Background: an optimization exercise with open tools, aiming at small area, a short achievable clock period and few clock cycles per item. Do not read the settings as production practice. Where RTL was checked, it was by simulation tests only, not by an equivalence proof against the original.

==> flow/design.v <==
module cifrari_add32 (
    input  wire [31:0] a,
    input  wire [31:0] b,
    input  wire        ci,
    output wire [31:0] s
);
    wire [31:0] p = a ^ b;
    wire [31:0] g0 = a & b;
    wire [31:0] gl [0:5];
    wire [31:0] pl [0:5];
    assign gl[0] = {g0[31:1], g0[0] | (p[0] & ci)};
    assign pl[0] = p;
    genvar k, i;
    generate
        for (k = 0; k < 5; k = k + 1) begin : lvl
            for (i = 0; i < 32; i = i + 1) begin : bit_
                if ((i >> k) & 1) begin : comb
                    localparam integer J = ((i >> k) << k) - 1;
                    assign gl[k+1][i] = gl[k][i] | (pl[k][i] & gl[k][J]);
                    assign pl[k+1][i] = pl[k][i] & pl[k][J];
                end else begin : pass
                    assign gl[k+1][i] = gl[k][i];
                    assign pl[k+1][i] = pl[k][i];
                end
            end
        end
    endgenerate
    assign s = p ^ {gl[5][30:0], ci};
endmodule
module cifrari_perm (
    input  wire         clk,
    input  wire         rst,
    input  wire         in_valid,
    output wire         in_ready,
    input  wire [511:0] in_block,
    output wire         out_valid,
    output wire [511:0] out_block
);
    function automatic [31:0] rotl11(input [31:0] v); rotl11 = {v[20:0], v[31:21]}; endfunction
    function automatic [31:0] rotl17(input [31:0] v); rotl17 = {v[14:0], v[31:15]}; endfunction
    function automatic [31:0] rotl13(input [31:0] v); rotl13 = {v[18:0], v[31:19]}; endfunction
    function automatic [31:0] rotl7 (input [31:0] v); rotl7  = {v[24:0], v[31:25]}; endfunction
    reg  [511:0] r1;           
    reg  [511:0] r2;           
    reg  [511:0] r3;           
    reg          busy1, busy2, busy3, done1;
    reg          rdy;          
    reg  [5:0]   cnt1, cnt2, cnt3;   
    wire [511:0] s1, s2, s3;   
    wire [511:0] p3;           
    genvar g, r, j;
    generate
        for (g = 0; g < 4; g = g + 1) begin : mix
            wire [31:0] a  = r1[32*(g     ) +: 32];
            wire [31:0] b  = r1[32*(g +  4) +: 32];
            wire [31:0] c  = r1[32*(g +  8) +: 32];
            wire [31:0] d  = r1[32*(g + 12) +: 32];
            wire [31:0] nc = ~c;
            wire [31:0] a1, b1;
            cifrari_add32 u_a1 (.a(a), .b(b), .ci(1'b0), .s(a1));
            cifrari_add32 u_b1 (.a(b), .b(nc), .ci(1'b1), .s(b1));
            assign s1[32*(g     ) +: 32] = a1;
            assign s1[32*(g +  4) +: 32] = rotl17(b1);
            assign s1[32*(g +  8) +: 32] = rotl11(nc);        
            assign s1[32*(g + 12) +: 32] = d ^ a1;            
            wire [31:0] xa = r2[32*(g     ) +: 32];
            wire [31:0] xb = r2[32*(g +  4) +: 32];
            wire [31:0] xc = r2[32*(g +  8) +: 32];
            wire [31:0] xd = r2[32*(g + 12) +: 32];
            wire [31:0] a2, d2;
            cifrari_add32 u_a2 (.a(xa), .b(xc), .ci(1'b1), .s(a2));    
            cifrari_add32 u_d2 (.a(xd), .b(xb), .ci(1'b0), .s(d2));    
            assign s2[32*(g     ) +: 32] = ~rotl13(a2);       
            assign s2[32*(g +  4) +: 32] = ~(xb ^ d2);        
            assign s2[32*(g +  8) +: 32] = xc ^ xd;           
            assign s2[32*(g + 12) +: 32] = d2;
            wire [31:0] ya = r3[32*(g     ) +: 32];
            wire [31:0] yb = r3[32*(g +  4) +: 32];
            wire [31:0] yc = r3[32*(g +  8) +: 32];
            wire [31:0] yd = r3[32*(g + 12) +: 32];
            wire [31:0] ds = yd ^ yc ^ ya;
            wire [31:0] dc = (yd & yc) | (yd & ya) | (yc & ya);
            wire [31:0] bs = yb ^ yc ^ ya;
            wire [31:0] bc = (yb & yc) | (yb & ya) | (yc & ya);
            wire [31:0] d3, nb4, c4;
            cifrari_add32 u_d3 (.a(ds), .b({dc[30:0], 1'b1}), .ci(1'b1), .s(d3));
            cifrari_add32 u_b4 (.a(bs), .b({bc[30:0], 1'b1}), .ci(1'b1), .s(nb4));
            cifrari_add32 u_c4 (.a(yb), .b(32'd0), .ci(1'b1), .s(c4));
            assign s3[32*(g     ) +: 32] = ~(ya ^ d3);
            assign s3[32*(g +  4) +: 32] = ~nb4;
            assign s3[32*(g +  8) +: 32] = c4;
            assign s3[32*(g + 12) +: 32] = rotl7(d3);
        end
        for (r = 0; r < 4; r = r + 1) begin : prow
            for (j = 0; j < 4; j = j + 1) begin : pcol
                assign p3[32*(4*r + j) +: 32] = s3[32*(4*r + ((r - j + 4) % 4)) +: 32];
            end
        end
    endgenerate
    wire free3 = !busy3;
    always @(posedge clk) begin
        r2 <= s1;
        r3 <= s2;
        r1 <= free3 ? in_block : p3;
    end
    always @(posedge clk) begin
        if (rst) begin
            busy1 <= 1'b0;
            busy2 <= 1'b0;
            rdy   <= 1'b1;
            busy3 <= 1'b0;
            done1 <= 1'b0;
        end else begin
            busy2 <= busy1 && !done1;
            busy3 <= busy2;
            rdy   <= !busy2;
            busy1 <= free3 ? in_valid : busy3;
            done1 <= busy3 && (cnt3 == 6'd39);
        end
    end
    always @(posedge clk) begin
        cnt2 <= cnt1;
        cnt3 <= cnt2;
        cnt1 <= free3 ? 6'd0 : cnt3 + 6'd1;
    end
    assign in_ready  = rdy;
    assign out_valid = done1;
    assign out_block = r1;
endmodule
export LEC_CHECK = 0
export CAP_MARGIN = 40
export CORE_MARGIN = 2
export CORE_UTILIZATION = 60
export CTS_CLUSTER_DIAMETER = 80
export CTS_CLUSTER_SIZE = 20
export PLACE_DENSITY = 0.7
export SETUP_SLACK_MARGIN = 0.3
export SLEW_MARGIN = 40
create_clock -name core_clock -period 14.5 [get_ports {clk}]
standard.sh (not shown) runs the stock make flow with config.mk's settings and CLKGATE_MAP_FILE= SYNTH_SCRIPT=/design/flow/synth_recipe.tcl, a recipe that flattens the netlist after the stock synthesis.
==> flow/flow/run.sh <==
#!/bin/bash
set -euo pipefail
MARGIN=10.1
bash standard.sh SETUP_SLACK_MARGIN=$MARGIN \
    "BUFFER_PORTS_ARGS=-buffer_cell sky130_fd_sc_hd__buf_1" \
    finish > standard.log 2>&1
The starting point passed the timing, DRC and antenna checks.
Testbench counts at the start, summed over its fixed seeds: cycles 21,640, items 512.
==> next run, changes <==
==> flow/flow/run.sh (replaced) <==
#!/bin/bash
set -euo pipefail
MARGIN=10.3
bash standard.sh SETUP_SLACK_MARGIN=$MARGIN \
    "BUFFER_PORTS_ARGS=-buffer_cell sky130_fd_sc_hd__buf_1" \
    finish > standard.log 2>&1
Settings changed: CORE_UTILIZATION 60 to 65, PLACE_DENSITY 0.7 to 0.75.
What happened: Design area grows by 2.0%. Global-route usage rises by 2.9 points. Routed wire length fell by 2.2%.


cifrari_perm, a different RTL version from the one above (not shown whole).
For scale: ~8200 cells after synthesis, roughly 1600 flip-flops, ~0.082 mm² of cells after synthesis.
Settings: LEC_CHECK=0, CAP_MARGIN=40, CORE_MARGIN=2, CORE_UTILIZATION=50, CTS_CLUSTER_DIAMETER=80, CTS_CLUSTER_SIZE=20, PLACE_DENSITY=0.6, SETUP_SLACK_MARGIN=0.3, SLEW_MARGIN=40; clock period 14.5 ns.
==> flow/flow/run.sh <==
#!/bin/bash
set -euo pipefail
MARGIN=10.0
bash standard.sh SETUP_SLACK_MARGIN=$MARGIN \
    "BUFFER_PORTS_ARGS=-buffer_cell sky130_fd_sc_hd__buf_1" \
    finish > standard.log 2>&1
The baseline produced a clean layout.
Testbench counts at the start, summed over its fixed seeds: cycles 21,640, items 512.
Edit:
--- a/flow/flow/run.sh
+++ b/flow/flow/run.sh
@@ -3 +3 @@
-MARGIN=10.0
+MARGIN=10.15
- CORE_UTILIZATION: 50 -> 60
- PLACE_DENSITY: 0.6 -> 0.7
After rerunning: Via count came out higher slightly. Clock skew drops by 0.012 ns. Global-route usage is higher by 6.5 points. Sequential share of layout area grows by 0.76 points.


cifrari_perm, a different RTL version from the one above (not shown whole).
Size: roughly 1600 flip-flops, roughly 1000 I/O pins, roughly 82000 µm² of cells after synthesis.
export LEC_CHECK = 0
export CAP_MARGIN = 40
export CORE_MARGIN = 2
export CORE_UTILIZATION = 50
export CTS_BUF_LIST = sky130_fd_sc_hd__clkbuf_8
export PLACE_DENSITY = 0.6
export SETUP_SLACK_MARGIN = 0.3
export SLEW_MARGIN = 40
create_clock -name core_clock -period 14.5 [get_ports {clk}]
==> flow/flow/run.sh <==
#!/bin/bash
set -euo pipefail
MARGIN=10.5
bash standard.sh SETUP_SLACK_MARGIN=$MARGIN \
    "BUFFER_PORTS_ARGS=-buffer_cell sky130_fd_sc_hd__buf_1" \
    finish > standard.log 2>&1
Edit:
==> flow/flow/run.sh (replaced) <==
#!/bin/bash
set -euo pipefail
MARGIN=10.5
bash standard.sh SETUP_SLACK_MARGIN=$MARGIN finish > standard.log 2>&1
Settings changed: CORE_UTILIZATION 50 to 30, CTS_BUF_LIST sky130_fd_sc_hd__clkbuf_8 to unset, PLACE_DENSITY 0.6 to 0.5.
Result:
- first-iteration DRC count went down by about a fifth
- setup slack improved by 0.13 ns
- design area went up by a few percent
- worst hold slack got worse by 0.0044 ns
- area after synthesis is unchanged
- routed wire length went up by about a fifth
- die area went up by well over a third
- via count went down by a few percent
No run of this note included a check of the RTL's function; only the layout flow was run.

-- port drivers added, routing unchanged --
The flow's constraints put no driver on any port. The routed layouts listed below were extracted and timed again, unchanged, in two steps. Step 1 sets driving cells, clkbuf_16 on the clock port and buf_2 on the other inputs (assumed; they add their load-dependent delay and slew). Step 2 adds t to the input delays and takes it off the output delays; t is the mean of the earliest and latest rising clock arrival at the registers after step 1. Input paths then give back, and output paths get back, about the clock's delay inside the block. a / b / c = ideal ports / drivers / drivers and shift; a / b = the first two.
run | t (ns) | slack for setup (ns) | hold slack, ns | clock arrival spread, ns | slew at the worst register clock pin (ns)
the first run of note 1 | 0.848 | 10.053 / 9.965 / 10.080 | 0.330 / 0.330 / 0.330 | 0.042 / 0.042 | 0.09 / 0.09
the second run of note 1 | 0.809 | 10.096 / 10.056 / 10.096 | 0.328 / 0.328 / 0.328 | 0.027 / 0.027 | 0.10 / 0.10
the first run of note 2 | 0.837 | 9.962 / 9.870 / 10.112 | 0.331 / 0.331 / 0.331 | 0.043 / 0.043 | 0.10 / 0.10
the second run of note 2 | 0.839 | 10.107 / 10.013 / 10.232 | 0.334 / 0.334 / 0.334 | 0.030 / 0.030 | 0.09 / 0.09
the first run of note 3 | 1.139 | 9.873 / 9.775 / 10.450 | 0.326 / 0.326 / 0.326 | 0.087 / 0.087 | 0.07 / 0.07
the second run of note 3 | 0.972 | 10.007 / 9.897 / 9.952 | 0.322 / 0.322 / 0.322 | 0.069 / 0.069 | 0.07 / 0.07
After both steps setup and hold are still met in every run listed. The setup slack of the second run of note 3, which loses most, moves by -0.110 ns with the drivers and by -0.055 ns with both steps.
